This design comes from an exercise in tuning for small area, a short achievable clock period and few clock cycles per item on the open sky130 flow, not from production work. The RTL was checked by simulation tests, not by an equivalence proof against the original design.

==> flow/design.v, too long to show whole: its modules and the start of the top module <==
// module biquad_cascade: 4011 lines
// module fa3: 4 lines
// module ha2: 4 lines
module biquad_cascade (
    input  wire               clk,
    input  wire               rst,         
    input  wire               coef_we,
    input  wire signed [15:0] coef_b0,
    input  wire signed [15:0] coef_b1,
    input  wire signed [15:0] coef_b2,
    input  wire signed [15:0] coef_a1,
    input  wire signed [15:0] coef_a2,
    input  wire        [2:0]  coef_nst,    
    input  wire               in_valid,
    output wire               in_ready,
    input  wire signed [15:0] in_data,
    output reg                out_valid,
    output reg  signed [15:0] out_data
);
  // ...
==> flow/flow/run.sh <==
#!/bin/bash
set -euo pipefail
MARGIN=$(cat flow/margin.txt)
bash standard.sh SETUP_SLACK_MARGIN=$MARGIN \
    "BUFFER_PORTS_ARGS=-buffer_cell sky130_fd_sc_hd__buf_2" finish > flow_standard.log 2>&1
==> flow/flow/margin.txt <==
11.0
==> flow/standard.sh <==
#!/bin/bash
# synth_recipe.tcl (not shown) runs the flow's synth.tcl, then flattens the netlist and writes it again
# the make line also repeats each setting of config.mk as NAME=value (left out here)
make -C /OpenROAD-flow-scripts/flow DESIGN_CONFIG=/design/flow/config.mk WORK_HOME=/design/flow/orfs CLKGATE_MAP_FILE= SYNTH_SCRIPT=/design/flow/synth_recipe.tcl "${@:-finish}"
==> flow/config.mk <==
export PLATFORM = sky130hd
export DESIGN_NAME = biquad_cascade
export DESIGN_NICKNAME = biquad_cascade
export VERILOG_FILES = /design/flow/design.v
export SDC_FILE = /design/flow/constraint.sdc
export NUM_CORES = 4
export LEC_CHECK = 0
export ABC_AREA = 1
export CAP_MARGIN = 20
export CORE_MARGIN = 2
export CORE_UTILIZATION = 65
export CTS_CLUSTER_DIAMETER = 100
export CTS_CLUSTER_SIZE = 25
export SLEW_MARGIN = 20
export SYNTH_HIERARCHICAL = 1
==> flow/constraint.sdc <==
create_clock -name core_clock -period 16.0 [get_ports {clk}]
set_input_delay 3.2000 -clock core_clock [delete_from_list [all_inputs] [get_ports {clk}]]
set_output_delay 3.2000 -clock core_clock [all_outputs]
set_load 0.01 [all_outputs]
==> summary.md, run 1 <==
| Metric | Value |
|---|---|
| Nets | 5678 |
| # Post-CTS Setup Buffers | 23 |
| Worst Max-Slew Pin Slew | 1280 ps |
| RSZ-0062 raised after global routing | true |
| CP Depth | 17 |
| Root Driver | clkbuf_16 |
| DP Area | 47700 um2 |
| Antenna violations before repair | 5 |
| Register area share after synthesis | 0.254 |
| Setup TNS Final | 0 ps |
| Post-Synth Simple-Gate Area | 0.0857 |
| Max stage delay on crit path | 580 ps |
| Critical-path top delay cell | fa_1 |
| First-pass GRT wire length | 254000 um |
| Final instance area | 49600 um2 |
| Post-synthesis cell area | 46000 um2 |
| Critical path class | reg2reg |
| XOR/XNOR Fraction of Synth Area | 0.125 |
| Met3 Use GR | 0.178 |
| Non-filler cells, final | 5776 |
| Post-synth top area cell | fa_1 |
| I/O Buffers | 120 |
| Run status | no timing/DRC/antenna violations |
| Most Frequent Cell on Critical Path | nand2_1 |
| Fin crit share | 0.316 |
| Primary FF master, synth | dfxtp_1 |
Testbench counts, summed over its fixed seeds: cycles 18,059, samples 6,144.
==> run 2: changes to the inputs <==
--- a/flow/design.v
+++ b/flow/design.v
@@ -19,27 +19,28 @@
     reg [15:0] h00, h01, h02;
     reg [15:0] h10, h11, h12;
     reg [15:0] h20, h21, h22;
     reg [15:0] h30, h31, h32;
     reg [15:0] h40, h41;
     reg [3:0]  pend;       
     reg [1:0]  slot;
     reg [3:0]  isel;       
+    reg [3:0]  ssel;       
     reg [3:0]  bsel;       
     reg        blast;      
     reg        rdy;
     reg        clr;        
     assign in_ready = rdy;
-    wire [15:0] opx0 = ({16{isel[0]}} & h00) | ({16{isel[1]}} & h10) |
-                       ({16{isel[2]}} & h20) | ({16{isel[3]}} & h30);
-    wire [15:0] opx1 = ({16{isel[0]}} & h01) | ({16{isel[1]}} & h11) |
-                       ({16{isel[2]}} & h21) | ({16{isel[3]}} & h31);
-    wire [15:0] opx2 = ({16{isel[0]}} & h02) | ({16{isel[1]}} & h12) |
-                       ({16{isel[2]}} & h22) | ({16{isel[3]}} & h32);
+    wire [15:0] opx0 = ({16{ssel[0]}} & h00) | ({16{ssel[1]}} & h10) |
+                       ({16{ssel[2]}} & h20) | ({16{ssel[3]}} & h30);
+    wire [15:0] opx1 = ({16{ssel[0]}} & h01) | ({16{ssel[1]}} & h11) |
+                       ({16{ssel[2]}} & h21) | ({16{ssel[3]}} & h31);
+    wire [15:0] opx2 = ({16{ssel[0]}} & h02) | ({16{ssel[1]}} & h12) |
+                       ({16{ssel[2]}} & h22) | ({16{ssel[3]}} & h32);
     wire [15:0] opy1 = ({16{isel[0]}} & h10) | ({16{isel[1]}} & h20) |
                        ({16{isel[2]}} & h30) | ({16{isel[3]}} & h40);
     wire [15:0] opy2 = ({16{isel[0]}} & h11) | ({16{isel[1]}} & h21) |
                        ({16{isel[2]}} & h31) | ({16{isel[3]}} & h41);
     wire b0_one0;
     wire b0_two0;
     wire b0_neg0;
     wire pp1;
@@ -3938,36 +3939,39 @@
     wire [3:0] isel_n  = sec_n & pend_n;
     wire [3:0] lastsec = {nst[2], nst == 3'd3, nst == 3'd2, nst == 3'd1};
     always @(posedge clk) begin
         if (rst) begin
             nst       <= 3'd0;
             pend      <= 4'd0;
             slot      <= 2'd0;
             isel      <= 4'd0;
+            ssel      <= 4'd0;
             bsel      <= 4'd0;
             blast     <= 1'b0;
             rdy       <= 1'b1;
             out_valid <= 1'b0;
             clr       <= 1'b0;
         end else if (coef_we) begin
             nst       <= (coef_nst > 3'd4) ? 3'd4 : coef_nst;
             pend      <= 4'd0;
             slot      <= (coef_nst == 3'd3) ? 2'd2 : coef_nst[2] ? 2'd3 : 2'd1;
             isel      <= 4'd0;
+            ssel      <= 4'd0;
             bsel      <= 4'd0;
             blast     <= 1'b0;
             rdy       <= 1'b1;
             out_valid <= 1'b0;
             clr       <= 1'b1;
         end else begin
             clr       <= 1'b0;
             pend      <= pend_n;
             slot      <= slot_n;
             isel      <= isel_n;
+            ssel      <= sec_n;
             bsel      <= isel;
             blast     <= |(isel & lastsec);
             rdy       <= ~pend_n[0] | isel_n[0];
             out_valid <= (acc_in & nst0) | (|bsel & blast);
         end
     end
     always @(posedge clk) begin
         csr      <= {c1918, c1916, c1914, c1912, c1910, pp720, s1917, s1915, c1908, c1906, c1904, s1913, s1911, s1909, c1902, c1900, c1898, s1907, s1905, s1903, c1896, c1894, c1892, s1901, s1899, s1897, c1890, c1888, c1886, s1895, s1893, s1891, c1884, c1882, c1880, s1889, s1887, s1885, c1878, c1876, c1874, s1883, s1881, s1879, c1872, c1870, c1868, s1877, s1875, s1873, c1866, c1864, c1862, s1871, s1869, s1867, c1860, c1858, c1856, s1865, s1863, s1861, c1854, c1852, c1850, s1859, s1857, s1855, c1848, c1846, c1844, s1853, s1851, s1849, c1842, c1840, c1838, s1847, s1845, s1843, c1836, c1834, c1832, s1841, s1839, s1837, c1830, c1828, c1826, s1835, s1833, s1831, c1824, c1822, c1820, s1829, s1827, s1825, c1818, c1816, c1814, s1823, s1821, s1819, c1812, c1810, c1808, s1817, s1815, s1813, c1806, c1804, c1802, s1811, s1809, s1807, c1800, c1798, c1796, s1805, s1803, s1801, c1794, c1792, c1790, s1799, s1797, s1795, c1788, c1786, c1784, s1793, s1791, s1789, c1782, c1780, c1778, s1787, s1785, s1783, c1776, c1774, c1772, s1781, s1779, s1777, c1770, c1768, c1766, s1775, s1773, s1771, c1764, c1762, c1760, s1769, s1767, s1765, c1758, c1756, c1754, s1763, s1761, s1759, c1752, c1750, c1748, s1757, s1755, s1753, c1746, c1744, c1526, s1751, s1749, s1747, c1742, s1245, s1525, s1523, s1745, s1743, c1740, c1738, c1522, pp578, pp434, s1741, s1521, a2_neg0n, pp577, a1_neg0n, s1739, s1737};
==> flow/config.mk (replaced) <==
export PLATFORM = sky130hd
export DESIGN_NAME = biquad_cascade
export DESIGN_NICKNAME = biquad_cascade
export VERILOG_FILES = /design/flow/design.v
export SDC_FILE = /design/flow/constraint.sdc
export NUM_CORES = 4
export LEC_CHECK = 0
export ABC_AREA = 1
export CAP_MARGIN = 20
export CORE_MARGIN = 2
export CORE_UTILIZATION = 65
export SLEW_MARGIN = 20
export SYNTH_HIERARCHICAL = 1
==> run 2 against run 1 <==
Net effect:
- first-iteration DRC count grew 7.0%
- via count grew 3.6%
- fmax shrank 0.52%
- setup slack lost 27 ps
- still clean
- non-clock buffer count grew 8
- hold slack is essentially flat
- core utilization grew 1.7 points
- routed wire length grew 6.1%
- critical path type unchanged
==> summary.md, run 2 <==
| Metric | Value |
|---|---|
| Run status | no timing/DRC/antenna violations |
| Core Rows | 97 |
| Root Driver | clkbuf_16 |
| Primary FF master, synth | dfxtp_1 |
| Post-synth top area cell | fa_1 |
| I/O Buffers | 120 (unchanged) |
| Final instance area | 51100 um2 (+2.9%) |
| Async SR Flop Fraction | 0 |
| Synth top area share | 0.299 |
| Max stage delay on crit path | 870 ps (+290 ps) |
| DP Area | 47800 um2 (+0.27%) |
| Num CTS Buffers | 60 |
| Register area share after synthesis | 0.253 (about the same) |
| Final hold vios | 0 |
| Dpl hpwl | 132000 um |
| Arrival @ worst endpoint | 5590 ps |
| Count of final setup violators | 0 |
| Most frequent cells in the layout | fa_1, o22ai_1, xor2_1 |
| CTS tree | built |
| Vias in the first global route | 40200 |
| Critical path class | reg2reg |
| Number of synthesized flops with an enable pin | 96 |
| Area Growth Syn to Fin | 10.1% |
| Clock Skews | 60.6 ps |
| Setup TNS Final | 0 ps (unchanged) |
| Fin Hold WS | 470 ps |
| Core box area | 70400 um2 |
| First-pass GRT wire length | 269000 um (+6.0%) |
| Clock tree buffer depth | 3 |
| RD Place Congestion | 1.07 |
| Crit path time final | 5080 ps |
| Post-Syn Instances | 4755 |
| Syn_area_per_cell | 9.75 um2 |
| Post-route ant nets | 0 |
| Most common cell in the netlist | fa_1 |
| Worst hold path stage count | 2 |
| Clk Latency, worst-skew pair | 690 ps |
| CTS Sinks | 539 |
| Die H | 271 um |
| Top Family by Delay on Critical Path | adder cells |
| Vias per Instance | 6.99 |
| Fin crit share | 0.317 (+0.00166) |
| Max-slew headroom | 0.270 |
| Post-synth top cells | fa_1, o22ai_1, xor2_1 |
| Post-synthesis cell area | 46400 um2 (+0.76%) |
| R2r worst-path depth | 10 |
| Routed WL | 188000 um |
| Cts-stage hold buffer count | 0 |
| DR vias | 40500 |
| R2R Path End | csr[80] |
| Post-place setup slack | 9680 ps |
| Crit start category | register |
| WHS Endpoint | h02[9] |
| Top cells by area, synth | fa_1, dfxtp_1, xor2_1, o22ai_1, edfxtp_1 |
| Antenna violations before repair | 4 (-1) |
| H-tree depth | 2 |
| Synthesis Warnings | 7 |
| Max-cap violations | 0 |
| Initial Utilization | 0.659 |
| PnR worst setup slack | 10920 ps |
| Buf+Inv Stages, Crit Path | 2 |
| Worst path required time | 16520 ps |
| Hold WC Path Type | reg2reg |
| Final Util | 0.726 |
| Total die area | 73500 um2 |
| Most Frequent Cell on Critical Path | fa_1 |
| Largest net degree at the start of global routing | 92 |
| Max-slew violation count | 0 |
| Die width | 271 um |
| Fill cell count | 5240 |
| Register bit count reported by yosys | 539 |
| DRT Pass-1 Iters | 12 |
| RSZ-0062 raised after global routing | true |
| Total global routing overflow | 0 |
| Critical-path top delay cell | fa_2 |
| Crit-path cells | buf_4 -> inv_1 -> o21ai_4 -> o22ai_1 -> xor2_1 -> fa_1 -> fa_2 -> fa_1 -> fa_1 -> fa_1 |
| Total global-route track usage | 0.507 |
| Worst Setup End Kind | register |
| Worst-path clk slew | 60 ps |
| Most common cell after layout, fill and taps aside | fa_1 |
| Hold Crit Start | h02[9] |
| Boundary Pins | 121 |
| Post-synthesis net count | 5621 |
| Layout cells sized above 1 | 0.121 |
| Nets | 5664 (-0.25%) |
| Synth unique cells | 43 |
| CP max FO | 20 |
| Iteration-0 DRC Markers | 6632 |
| Biggest register | csr |
| R2R Setup Slk | 10920 ps |
| CP Depth | 10 (-7) |
| Worst Max-Slew Pin Slew | 1080 ps (-198 ps) |
| Reg-to-Reg Start | b0[11] |
| Max reg flops | 194 |
| F_max | 197 MHz |
| Average wire per standard cell | 32.4 um |
| Drt drc | 0 |
## run 2: worst max path at each step
stage | start | endpoint | slack [ps]
after floorplan | coef_we | slot[0] | 11000
after global placement | ssel[3] | csr[108] | 9690
after detailed placement | ssel[3] | csr[108] | 9680
after CTS | b2[3] | csr[114] | 11010
after global routing | ssel[3] | csr[80] | 10920
final | b0[11] | csr[80] | 10920
## run 2: cell families (layout without fill, tap and decap cells)
group | after synthesis | count (layout) | share of synthesized area
AOI/OAI and AO/OA | 1132 | 1132 | 0.161
xor gates and xnor gates | 675 | 675 | 0.127
adders and majority gates | 763 | 763 | 0.318
buffers and inverters | 808 | 902 | 0.0686
DFF | 539 | 539 | 0.253
other | 0 | 4 | 0
and+or+nand+nor | 838 | 838 | 0.0717
## run 2: timing repair
action                                 CTS  global route
setup endpoints to repair              177           121
resized for setup                       55            63
pin swaps                                1             8
endpoints found under the hold margin    0             0
buffers inserted                        19            59
gates cloned                             0             2
## run 2: worst reg2reg max path, delay by kind of cell (launching register included)
family / cells / cell delay, ps
adders and majority gates: 5 / 2900
DFF: 1 / 320
buffers and inverters: 2 / 650
AOI/OAI and AO/OA: 2 / 860
xor gates and xnor gates: 1 / 210
## run 2: per-module statistics from Yosys, one instance, submodules excluded
module	cell area [um2]	flops+latches
biquad_cascade	32200	539
fa3	20.0	0
ha2	12.5	0
## run 2: metrics by stage
stage	instances
6_report	5793
3_3_place_gp	5595
5_1_grt	5789
4_1_cts	5727
3_5_place_dp	5595
2_1_floorplan	4755
## run 2: per-layer routing
layer  GRT usage  up-vias  routed length (um)
li1            -    16100                   -
met1       0.606    19500               61700
met2       0.730     3766               78700
met3       0.216     1139               28200
met4       0.379       10               18900
met5     0.00193        -                 208
## run 2: layout make-up
| type | instances | area, um2 | area share |
|---|---|---|---|
| antenna | 4 | 10.0 | 0.000196 |
| tap | 940 | 1180 | 0.0230 |
| inverter | 474 | 1880 | 0.0368 |
| sequential | 539 | 11800 | 0.230 |
| clock inverter | 18 | 293 | 0.00573 |
| multi-input combinational | 3408 | 31900 | 0.624 |
| clock buffer | 95 | 1760 | 0.0345 |
| timing repair buffer | 315 | 2330 | 0.0456 |
Testbench counts of run 2, summed over its fixed seeds: cycles 18,059, samples 6,144.
==> run 3: changes to the inputs <==
==> flow/flow/margin.txt (replaced) <==
11.1
--- a/flow/config.mk
+++ b/flow/config.mk
@@ -8,6 +8,6 @@
 export ABC_AREA = 1
 export CAP_MARGIN = 20
 export CORE_MARGIN = 2
-export CORE_UTILIZATION = 65
+export CORE_UTILIZATION = 72
 export SLEW_MARGIN = 20
 export SYNTH_HIERARCHICAL = 1
==> run 3 against run 2 <==
Net effect:
- critical endpoint is now out_data[0]
- synthesized cell count unchanged
- core utilization rose by 7.0 points
- non-clock buffer count is 3 lower
- hold slack better by 6.3 ps
- fmax fell by 1.0%
- flip-flop and latch count is the same
- critical path type unchanged
- die area shrank 9.6%
- global-route usage grew 6.9 points
- synthesized area did not move
- setup slack got worse by 53 ps
==> summary.md, run 3 <==
| Metric | Value |
|---|---|
| Run status | no timing/DRC/antenna violations |
| Biggest register | csr |
| Root Driver | clkbuf_16 |
| Dpl cells | 5522 (-1.3%) |
| Antenna violations before repair | 14 (+10) |
| CP max FO | 5 (-75%) |
| Layout cells sized above 1 | 0.124 (+0.00294) |
| Clock Skews | 72.4 ps (+11.8 ps) |
| Nets | 5662 (-0.035%) |
| DRT Pass-1 Iters | 10 (-2) |
| Total die area | 66500 um2 (-9.6%) |
| Average wire per standard cell | 33.6 um (+3.8%) |
| Most frequent cells in the layout | fa_1, o22ai_1, xor2_1 |
| Syn_area_per_cell | 9.75 um2 (unchanged) |
| Synth top area share | 0.299 (unchanged) |
| Num CTS Buffers | 59 (-1.7%) |
| Post-Syn Instances | 4755 (unchanged) |
| Count of final setup violators | 0 (unchanged) |
| Iteration-0 DRC Markers | 7769 (+17%) |
| Area of the multi-input gates | 31900 um2 (+0.18%) |
| Clk Latency, worst-skew pair | 690 ps (about the same) |
| Vias per Instance | 7.37 (+5.4%) |
| Max reg flops | 194 (unchanged) |
| Largest net degree at the start of global routing | 108 (+17%) |
| Die H | 258 um (-4.9%) |
| Most common cell after layout, fill and taps aside | fa_1 |
| Fin crit share | 0.321 (+0.00334) |
| RD Place Congestion | 1.07 (+0.30%) |
| Crit start category | register |
| Hold WC Path Type | reg2reg |
| Core Rows | 93 (-4.1%) |
| Primary FF master, synth | dfxtp_1 |
| Synthesis Warnings | 7 (unchanged) |
| Area Growth Syn to Fin | 9.95% |
| Core box area | 64100 um2 (-8.9%) |
| Non-filler cells, final | 5711 (-1.4%) |
| Reg area | 11800 um2 (about the same) |
| Post-synthesis net count | 5621 (unchanged) |
| Worst-path clk slew | 70 ps (about the same) |
| Critical path class | reg2reg |
| Worst hold path stage count | 2 (unchanged) |
| Async SR Flop Fraction | 0 (unchanged) |
| Arrival @ worst endpoint | 5750 ps (+160 ps) |
| Top cells by area, synth | fa_1, dfxtp_1, xor2_1, o22ai_1, edfxtp_1 |
| RSZ-0062 raised after global routing | true |
| I/O Buffers | 120 (unchanged) |
| Max-cap violations | 0 (unchanged) |
| Boundary Pins | 121 (unchanged) |
| Routed WL | 192000 um (+2.4%) |
| Post-synth top cells | fa_1, o22ai_1, xor2_1 |
| Fill cell count | 3976 (-24%) |
| Register area share after synthesis | 0.253 (unchanged) |
| Final hold vios | 0 (unchanged) |
| Synth unique cells | 43 (unchanged) |
| Max-slew violation count | 0 (unchanged) |
| DR vias | 42100 (+3.9%) |
| Clock tree buffer depth | 3 (unchanged) |
| First-pass GRT wire length | 276000 um (+2.4%) |
| Drt drc | 0 (unchanged) |
| Worst path required time | 16620 ps (+100 ps) |
| Worst Max-Slew Pin Slew | 1240 ps (+157 ps) |
| Post-synth top area cell | fa_1 |
| Max-slew headroom | 0.172 (-0.0983) |
| Initial Utilization | 0.723 (+0.0645) |
| R2r worst-path depth | 15 (+5) |
| Total global routing overflow | 0 (unchanged) |
| Setup TNS Final | 0 ps (unchanged) |
| F_max | 195 MHz (-1.0%) |
| H-tree depth | 2 (unchanged) |
| Register bit count reported by yosys | 539 (unchanged) |
| Post-route ant nets | 0 (unchanged) |
| CTS Sinks | 539 (unchanged) |
| Final Util | 0.795 (+0.0699) |
| Post-synthesis cell area | 46400 um2 (unchanged) |
| Final instance area | 51000 um2 (-0.15%) |
| Total global-route track usage | 0.576 (+0.0692) |
| Vias in the first global route | 41700 (+3.9%) |
| Worst Setup End Kind | register |
| Crit path time final | 5130 ps (+53.5 ps) |
| Dpl hpwl | 132000 um (-0.24%) |
| CTS tree | built |
| DP Area | 47800 um2 (about the same) |
| Most common cell in the netlist | fa_1 |
| Number of synthesized flops with an enable pin | 96 (unchanged) |
| Die width | 258 um (-4.9%) |
## run 3: cell count changes in the layout (fill, tap and decap cells not counted), moves of 6 or more
cell     delta
buf_6      +10
nor2_4      -9
nand2_1     -6
inv_2       +8
inv_1      -11
buf_12      -7
nor2_1     +10
## run 3: path summary, 6_finish.rpt
path	from	to	slack (ps)
hold reg to reg	h01[6]	h02[6]	480
setup / recovery	csr[42]	out_data[0]	10870
hold / removal	h01[6]	h02[6]	480
setup reg to reg	csr[42]	out_data[0]	10870
## run 3: routing by layer
metal | vias up | part of all wire | global-route usage
met4 | 10 | 0.12 | 0.490
met5 | - | 0.00098 | 0.0171
met3 | 1469 | 0.16 | 0.297
met1 | 20000 | 0.31 | 0.655
li1 | 16100 | - | -
met2 | 4504 | 0.41 | 0.800
## run 3: stage by stage
stage | setup slack, ps | hold slack, ps
after global placement | 9910 | 456
after detailed placement | 9900 | 457
after CTS | 11100 | 475
after global routing | 10920 | 487
final | 10870 | 476
after floorplan | 11030 | 434
## run 3: critical path, stage by stage (launching register included)
cell and delay [ps]:
dfxtp_1 320, fa_1 520, fa_1 600, fa_1 440, ha_1 420, nand2_1 130, nand2_1 360, nand2_1 170
nand2_1 70, a21oi_1 160, nand2_2 280, xor2_1 920, nand2_2 330, nand2_1 200, nand2_1 80, nand2_1 80
## run 3: what timing repair did
action                                  in CTS  in global routing
pin swaps                                    1                  9
cloned                                       0                  3
setup buffers                               10                 54
resized for setup                           53                 81
hold buffers                                 0                  0
endpoints found under the setup margin     188                120
## run 3: layout make-up
cell class | instances | share of cell area
tap | 855 | 0.0210
antenna | 9 | 0.000442
clock buffer | 91 | 0.0350
multi-input combinational | 3410 | 0.626
sequential | 539 | 0.231
inverter | 474 | 0.0373
clock inverter | 21 | 0.00601
timing repair buffer | 312 | 0.0438
## run 3: cell families after synthesis
group / Yosys count / synth area share
simple gates: 838 / 0.0717
compound gates: 1132 / 0.161
xor+xnor: 675 / 0.127
flops: 539 / 0.253
fa+ha+maj: 763 / 0.318
buf+inv: 808 / 0.0686
## run 3: modules after synthesis, one instance, submodules excluded
module / times used / cell area (um2) / flops+latches
biquad_cascade: 1 / 32200 / 539
fa3: 691 / 20.0 / 0
ha2: 25 / 12.5 / 0

## static timing again, ports no longer ideal
Ports are ideal in the flow. The routed layouts listed here were re-timed in OpenROAD.
Step 1, drivers: a clkbuf_16 drives clk and a buf_2 each remaining input, both assumed.
Step 2 also shifts input and output timing later by t, the mid clock arrival at the registers, as if the neighbouring blocks saw the same clock.
Slacks: ideal / step 1 / step 2; pairs: ideal / step 1.
| run | shift t [ns] | setup WS [ns] | worst slew at a driven data input, ns |
|---|---|---|---|
| run 1 | 0.716 | 10.950 / 10.950 / 10.950 | 0.06 |
| run 2 | 0.726 | 10.924 / 10.924 / 10.924 | 0.06 |
| run 3 | 0.725 | 10.870 / 10.870 / 10.870 | 0.07 |
After both steps every run listed still meets setup and hold.
